This design comes from an exercise in tuning for small area, a short achievable clock period and few clock cycles per item on the open sky130 flow, not from production work.
RTL that was checked went through simulation tests only; none was proved equivalent to the original.

==> inputs of job 8649 <==
## spn_core
module spn_core (
  input  wire         clk,
  input  wire         rst,
  input  wire         start,
  input  wire [1:0]   op,
  input  wire [1:0]   klen,
  input  wire [255:0] key,
  input  wire [127:0] din,
  output reg          busy,
  output reg          done,
  output reg          err,
  output wire [127:0] dout
);
  localparam OP_KS  = 2'd0;
  localparam OP_ENC = 2'd1;
  localparam OP_DEC = 2'd2;
  localparam M_IDLE = 3'd0;
  localparam M_KS2  = 3'd2;    
  localparam M_KS3  = 3'd3;    
  localparam M_KS4  = 3'd4;    
  localparam M_WALK = 3'd5;    
  localparam M_ENC  = 3'd6;
  localparam M_DEC  = 3'd7;
  localparam [127:0] C63 = {16{8'h63}};
  reg  [2:0]   mode;
  reg          key_valid;
  reg          wend;         
  reg  [1:0]   nkc;          
  reg  [3:0]   pq;           
  reg          last;         
  reg          sel_dec;      
  reg          save;         
  reg  [127:0] yr;           
  reg  [3:0]   oenc;
  reg  [255:0] win;
  reg  [255:0] rsv;
  wire [3:0] nr1 = 4'd11 + {1'b0, nkc, 1'b0};    
  wire accept = start && !busy;
  function [7:0] xt;
    input [7:0] a;
    begin
      xt = {a[6:0], 1'b0} ^ (a[7] ? 8'h1b : 8'h00);
    end
  endfunction
  function [31:0] mix_col;
    input [31:0] col;
    reg   [7:0]  a0, a1, a2, a3;
    begin
      a0 = col[31:24]; a1 = col[23:16]; a2 = col[15:8]; a3 = col[7:0];
      mix_col = {xt(a0 ^ a1) ^ (a1 ^ (a2 ^ a3)),
                 xt(a1 ^ a2) ^ (a2 ^ (a3 ^ a0)),
                 xt(a2 ^ a3) ^ (a3 ^ (a0 ^ a1)),
                 xt(a3 ^ a0) ^ (a0 ^ (a1 ^ a2))};
    end
  endfunction
  function [7:0] x4;
    input [7:0] a;
    begin
      x4 = {a[5], a[4], a[3] ^ a[7], a[2] ^ a[6] ^ a[7], a[1] ^ a[6], a[0] ^ a[7], a[6] ^ a[7], a[6]};
    end
  endfunction
  function [31:0] imc_post;
    input [31:0] col;
    reg   [7:0]  b0, b1, b2, b3, u, v;
    begin
      b0 = col[31:24]; b1 = col[23:16]; b2 = col[15:8]; b3 = col[7:0];
      u = x4(b0 ^ b2);
      v = x4(b1 ^ b3);
      imc_post = {b0 ^ u, b1 ^ v, b2 ^ u, b3 ^ v};
    end
  endfunction
  function [127:0] shift_rows;
    input [127:0] s;
    integer r, c;
    begin
      for (r = 0; r < 4; r = r + 1)
        for (c = 0; c < 4; c = c + 1)
          shift_rows[127 - 8*(r + 4*c) -: 8] = s[127 - 8*(r + 4*((c + r) % 4)) -: 8];
    end
  endfunction
  function [127:0] shift_rows2;
    input [127:0] s;
    integer r, c;
  ...
Settings: LEC_CHECK=0, ABC_AREA=1, CAP_MARGIN=20, CELL_PAD_IN_SITES_DETAIL_PLACEMENT=1, CELL_PAD_IN_SITES_GLOBAL_PLACEMENT=2, CORE_MARGIN=2, CORE_UTILIZATION=30, SLEW_MARGIN=20; clock period 13.0 ns.
standard.sh (not shown) runs the stock make flow with config.mk's settings and CLKGATE_MAP_FILE= SYNTH_SCRIPT=/design/flow/synth_recipe.tcl, a recipe that flattens the netlist after the stock synthesis.
==> flow/flow/run.sh <==
#!/bin/bash
# Layout: the standard synthesis unchanged, then ORFS's standard layout steps
# with a larger setup margin for repair_timing (same SDC, same clock period) and
# plain buffers (buf_2) as the port buffers. Each tool run's full output goes to
# a log file in this folder.
set -uo pipefail
bash standard.sh synth > synth.log 2>&1 || exit 1
bash standard.sh SETUP_SLACK_MARGIN=8 "BUFFER_PORTS_ARGS=-buffer_cell sky130_fd_sc_hd__buf_2" finish > layout.log 2>&1 || exit 1
==> job 3844: changes against job 8649 <==
--- a/flow/design.v
+++ b/flow/design.v
@@ -755,15 +755,15 @@
   reg          wend;         
   reg  [1:0]   nkc;          
   reg  [3:0]   pq;           
   reg          last;         
   reg          sel_dec;      
   reg          save;         
   reg  [127:0] yr;           
-  reg  [3:0]   oenc;
+  reg  [127:0] kout;         
   reg  [255:0] win;
   reg  [255:0] rsv;
   wire [3:0] nr1 = 4'd11 + {1'b0, nkc, 1'b0};    
   wire accept = start && !busy;
   function [7:0] xt;
     input [7:0] a;
     begin
@@ -783,22 +783,31 @@
   endfunction
   function [7:0] x4;
     input [7:0] a;
     begin
       x4 = {a[5], a[4], a[3] ^ a[7], a[2] ^ a[6] ^ a[7], a[1] ^ a[6], a[0] ^ a[7], a[6] ^ a[7], a[6]};
     end
   endfunction
-  function [31:0] imc_post;
-    input [31:0] col;
-    reg   [7:0]  b0, b1, b2, b3, u, v;
+  function [7:0] x8;
+    input [7:0] a;
+    begin
+      x8 = {a[4], a[3] ^ a[7], a[2] ^ a[6] ^ a[7], a[1] ^ a[5] ^ a[6], a[0] ^ a[5] ^ a[7],
+            a[6] ^ a[7], a[5] ^ a[6], a[5]};
+    end
+  endfunction
+  function [31:0] imc_add;
+    input [31:0] a;
+    input [31:0] m;
+    reg   [7:0]  a0, a1, a2, a3, e, u, v;
     begin
-      b0 = col[31:24]; b1 = col[23:16]; b2 = col[15:8]; b3 = col[7:0];
-      u = x4(b0 ^ b2);
-      v = x4(b1 ^ b3);
-      imc_post = {b0 ^ u, b1 ^ v, b2 ^ u, b3 ^ v};
+      a0 = a[31:24]; a1 = a[23:16]; a2 = a[15:8]; a3 = a[7:0];
+      e = x8((a0 ^ a1) ^ (a2 ^ a3));
+      u = x4(a0 ^ a2);
+      v = x4(a1 ^ a3);
+      imc_add = {(m[31:24] ^ u) ^ e, (m[23:16] ^ v) ^ e, (m[15:8] ^ u) ^ e, (m[7:0] ^ v) ^ e};
     end
   endfunction
   function [127:0] shift_rows;
     input [127:0] s;
     integer r, c;
     begin
       for (r = 0; r < 4; r = r + 1)
@@ -831,21 +840,22 @@
         4'd10: rcon_of = 8'h36;
         default: rcon_of = 8'h00;
       endcase
     end
   endfunction
   wire [31:0] w0 = win[255:224], w1 = win[223:192], w2 = win[191:160], w3 = win[159:128];
   wire [31:0] w4 = win[127:96],  w5 = win[95:64],   w6 = win[63:32],    w7 = win[31:0];
-  function [15:0] step_pattern;
+  function [16:0] step_pattern;
     input [1:0] k;
     input [3:0] q;
     input       fwd;
     reg         s0, s2, rt;
     reg  [3:0]  ri;
     reg  [4:0]  sel;
+    reg  [6:0]  rsel;
     reg  [1:0]  m3;
     begin
       case (q)
         4'd0, 4'd3, 4'd6, 4'd9, 4'd12, 4'd15: m3 = 2'd0;
         4'd1, 4'd4, 4'd7, 4'd10, 4'd13:       m3 = 2'd1;
         default:                              m3 = 2'd2;
       endcase
@@ -886,33 +896,41 @@
         sel = s2 ? 5'b00010 : 5'b00001;
       else if (k == 2'd0)
         sel = 5'b00100;
       else if (k == 2'd1 && s0)
         sel = 5'b10000;
       else
         sel = 5'b01000;
-      step_pattern = {s0, s2, rt, rt ? rcon_of(ri) : 8'h00, sel};
+      rsel = {sel[4], sel[3] & rt, sel[3] & !rt, sel[2], sel[1], sel[0] & rt, sel[0] & !rt};
+      step_pattern = {s0, s2, rt ? rcon_of(ri) : 8'h00, rsel};
     end
   endfunction
   reg        kfwd;                  
-  reg        sub0, sub2, rot;
+  reg        sub0, sub2;
   reg  [7:0] krc;
-  reg  [4:0] ksel;
-  wire [31:0] ksin = ({32{ksel[0]}} & w7) | ({32{ksel[1]}} & (w7 ^ w2 ^ w3)) |
-                     ({32{ksel[2]}} & (w2 ^ w3)) | ({32{ksel[3]}} & w3) |
-                     ({32{ksel[4]}} & w1);
+  reg  [6:0] ksel;
+  function [31:0] rotw;
+    input [31:0] x;
+    begin
+      rotw = {x[23:0], x[31:24]};
+    end
+  endfunction
+  wire [31:0] ksin = ({32{ksel[0]}} & w7) | ({32{ksel[1]}} & rotw(w7)) |
+                     ({32{ksel[2]}} & rotw(w7 ^ w2 ^ w3)) | ({32{ksel[3]}} & rotw(w2 ^ w3)) |
+                     ({32{ksel[4]}} & w3) | ({32{ksel[5]}} & rotw(w3)) |
+                     ({32{ksel[6]}} & rotw(w1));
   wire [31:0] ksub_i;
   genvar g;
   generate
     for (g = 0; g < 4; g = g + 1) begin : g_ksbox
       spn_ginv u_inv (.x(ksin[31 - 8*g -: 8]), .y(ksub_i[31 - 8*g -: 8]));
     end
   endgenerate
   wire [31:0] ksub = ksub_i ^ 32'h63636363;
-  wire [31:0] kt   = rot ? ({ksub[23:0], ksub[31:24]} ^ {krc, 24'h000000}) : ksub;
+  wire [31:0] kt   = ksub ^ {krc, 24'h000000};
   reg [31:0] b0, b1, b2, b3, c0, c1, c2, c3;
   always @(*) begin
     case (nkc)
       2'd0:    begin {b0, b1, b2, b3} = {w4, w5, w6, w7}; {c0, c1, c2, c3} = {w0, w1, w2, w3}; end
       2'd1:    begin {b0, b1, b2, b3} = {w2, w3, w4, w5}; {c0, c1, c2, c3} = {w2, w3, w4, w5}; end
       default: begin {b0, b1, b2, b3} = {w0, w1, w2, w3}; {c0, c1, c2, c3} = {w4, w5, w6, w7}; end
     endcase
@@ -934,25 +952,18 @@
   wire [255:0] win_bwd = {nw, win[255:128]};
   wire [127:0] rk_e = win[127:0];
   wire [127:0] rk_d = win[255:128];
   wire [127:0] mc_in = yr ^ ((rk_d ^ C63) & {128{sel_dec}});
   wire [127:0] mc    = {mix_col(mc_in[127:96]), mix_col(mc_in[95:64]),
                         mix_col(mc_in[63:32]),  mix_col(mc_in[31:0])};
   wire [127:0] e_next = mc ^ rk_e ^ C63;
-  wire [127:0] d_imc = {imc_post(mc[127:96]), imc_post(mc[95:64]),
-                        imc_post(mc[63:32]),  imc_post(mc[31:0])};
+  wire [127:0] d_imc = {imc_add(mc_in[127:96], mc[127:96]), imc_add(mc_in[95:64], mc[95:64]),
+                        imc_add(mc_in[63:32], mc[63:32]),   imc_add(mc_in[31:0], mc[31:0])};
   wire [127:0] d_next = shift_rows2(d_imc);
-  wire [127:0] k_out;
-  generate
-    for (g = 0; g < 4; g = g + 1) begin : g_kout
-      assign k_out[127 - 32*g -: 32] = oenc[g] ? (rk_e[127 - 32*g -: 32] ^ 32'h63636363)
-                                                : rk_d[127 - 32*g -: 32];
-    end
-  endgenerate
-  assign dout = yr ^ k_out;
+  assign dout = yr ^ kout;
   wire [127:0] k_enc  = wend ? rsv[255:128] : win[255:128];
   wire [127:0] k_dec  = wend ? win[127:0] : rsv[127:0];
   wire [127:0] a_enc  = din ^ k_enc;
   wire [127:0] a_dec  = shift_rows2(din ^ k_dec ^ C63);
   wire [127:0] a_next = op[1] ? a_dec : a_enc;
   wire [127:0] x_next = (mode == M_IDLE) ? a_next : (mode == M_ENC) ? e_next : d_next;
   wire [127:0] y_next;
@@ -974,15 +985,15 @@
     mode_n = mode;
     pq_n   = pq;
     nkc_n  = nkc;
     fin    = 1'b0;
     case (mode)
       M_IDLE: begin
         if (go_ks) begin
-          mode_n = M_KS2;
+          mode_n = klen[1] ? M_KS4 : M_KS2;
           nkc_n  = klen;
           pq_n   = 4'd2;
         end else if (go_enc) begin
           mode_n = M_ENC;
           pq_n   = 4'd2;
         end else if (go_dec) begin
           mode_n = M_DEC;
@@ -1019,20 +1030,19 @@
           fin    = 1'b1;
         end
       end
     endcase
   end
   wire [3:0]  nr1_n  = 4'd11 + {1'b0, nkc_n, 1'b0};
   wire        kfwd_n = (mode_n != M_DEC) && (mode_n != M_KS2);
-  wire [15:0] pat_n  = step_pattern(nkc_n, pq_n, kfwd_n);
+  wire [16:0] pat_n  = step_pattern(nkc_n, pq_n, kfwd_n);
   wire        last_n = (mode_n == M_ENC) ? (pq_n == nr1_n - 4'd1) : (pq_n == 4'd3);
   always @(posedge clk) begin
     yr <= z_next;
-    if (mode == M_IDLE)
-      oenc <= {op[0] | !op[1], op[0] & !op[1], op[0], !op[1]};
+    kout <= nw ^ (C63 & {128{kfwd}});
   end
   always @(posedge clk) begin
     if (mode == M_IDLE) begin
       if (go_ks)
         win <= key;
       else if ((go_enc && wend) || (go_dec && !wend))
         win <= rsv;
@@ -1049,17 +1059,17 @@
       rsv <= win;
   end
   always @(posedge clk) begin
     pq   <= pq_n;
     nkc  <= nkc_n;
     last <= last_n;
     sel_dec <= (mode_n == M_DEC);
-    save <= (go_enc && !wend) || (go_dec && wend) || (mode == M_KS3);
+    save <= (go_enc && !wend) || (go_dec && wend) || (go_ks && klen[1]) || (mode == M_KS3);
     kfwd <= kfwd_n;
-    {sub0, sub2, rot, krc, ksel} <= pat_n;
+    {sub0, sub2, krc, ksel} <= pat_n;
   end
   always @(posedge clk) begin
     if (rst) begin
       mode      <= M_IDLE;
       busy      <= 1'b0;
       done      <= 1'b0;
       err       <= 1'b0;
==> flow/flow/run.sh (replaced) <==
#!/bin/bash
# Layout: the standard synthesis unchanged, then ORFS's standard layout steps
# with a larger setup margin for repair_timing (same SDC, same clock period) and
# plain buffers (buf_2) as the port buffers. Each tool run's full output goes to
# a log file in this folder.
set -uo pipefail
bash standard.sh synth > synth.log 2>&1 || exit 1
bash standard.sh SETUP_SLACK_MARGIN=7.5 "BUFFER_PORTS_ARGS=-buffer_cell sky130_fd_sc_hd__buf_2" finish > layout.log 2>&1 || exit 1
Settings changed: CAP_MARGIN 20 to 30, SLEW_MARGIN 20 to 30.
==> summary of the runs <==
In job 3844 the fmax is smaller than in job 8649, by about 6%.
In job 8649 the worst hold slack is better than in job 3844, by 8.3 ps.
Sequential share of layout area: job 8649 is lower than job 3844 (3.2 points).
In job 3844 the count of clock-buffer cells in the layout is higher than in job 8649, by 2.
In job 3844 the via count is smaller than in job 8649, by about 1.8%.
Against job 8649, the utilization of job 3844 is lower by 5.8 points.
Between job 8649 and job 3844, the lower die area is in job 8649 (gap about 4%, measured against job 3844).
Testbench counts of job 3844, summed over its fixed seeds: cycles 6,666, blocks 512.
No functional check of the RTL was part of job 8649.

## what the ideal ports hide
The results above use ideal ports. As a check the final layouts listed here were re-extracted and re-timed, cells and wires unchanged. Step 1 (the two cells are an assumption about what drives the block):
set clk [get_ports {clk}]
set_driving_cell -lib_cell sky130_fd_sc_hd__clkbuf_16 $clk
set_driving_cell -lib_cell sky130_fd_sc_hd__buf_2 [delete_from_list [all_inputs] $clk]
Step 2 adds t to the input delays and takes it off the output delays; t is the mean of the earliest and latest rising clock arrival at the registers after step 1. Input paths then give back, and output paths get back, about the clock's delay inside the block. Three values: ideal ports, drivers, drivers and shift; two values: the first two.
| run | t (ns) | setup WS [ns] | worst setup path at the end | clock arrival spread, ns | worst data-port slew with drivers (ns) |
|---|---|---|---|---|---|
| job 8649 | 1.038 | 7.639 / 7.512 / 6.647 | input to register | 0.065 / 0.065 | 0.49 |
| job 3844 | 1.087 | 7.313 / 7.254 / 6.167 | input to register | 0.103 / 0.103 | 0.36 |
After both steps setup and hold are still met in every run listed. The setup slack of job 3844, which loses most, moves by -0.059 ns with the drivers and by -1.146 ns with both steps.
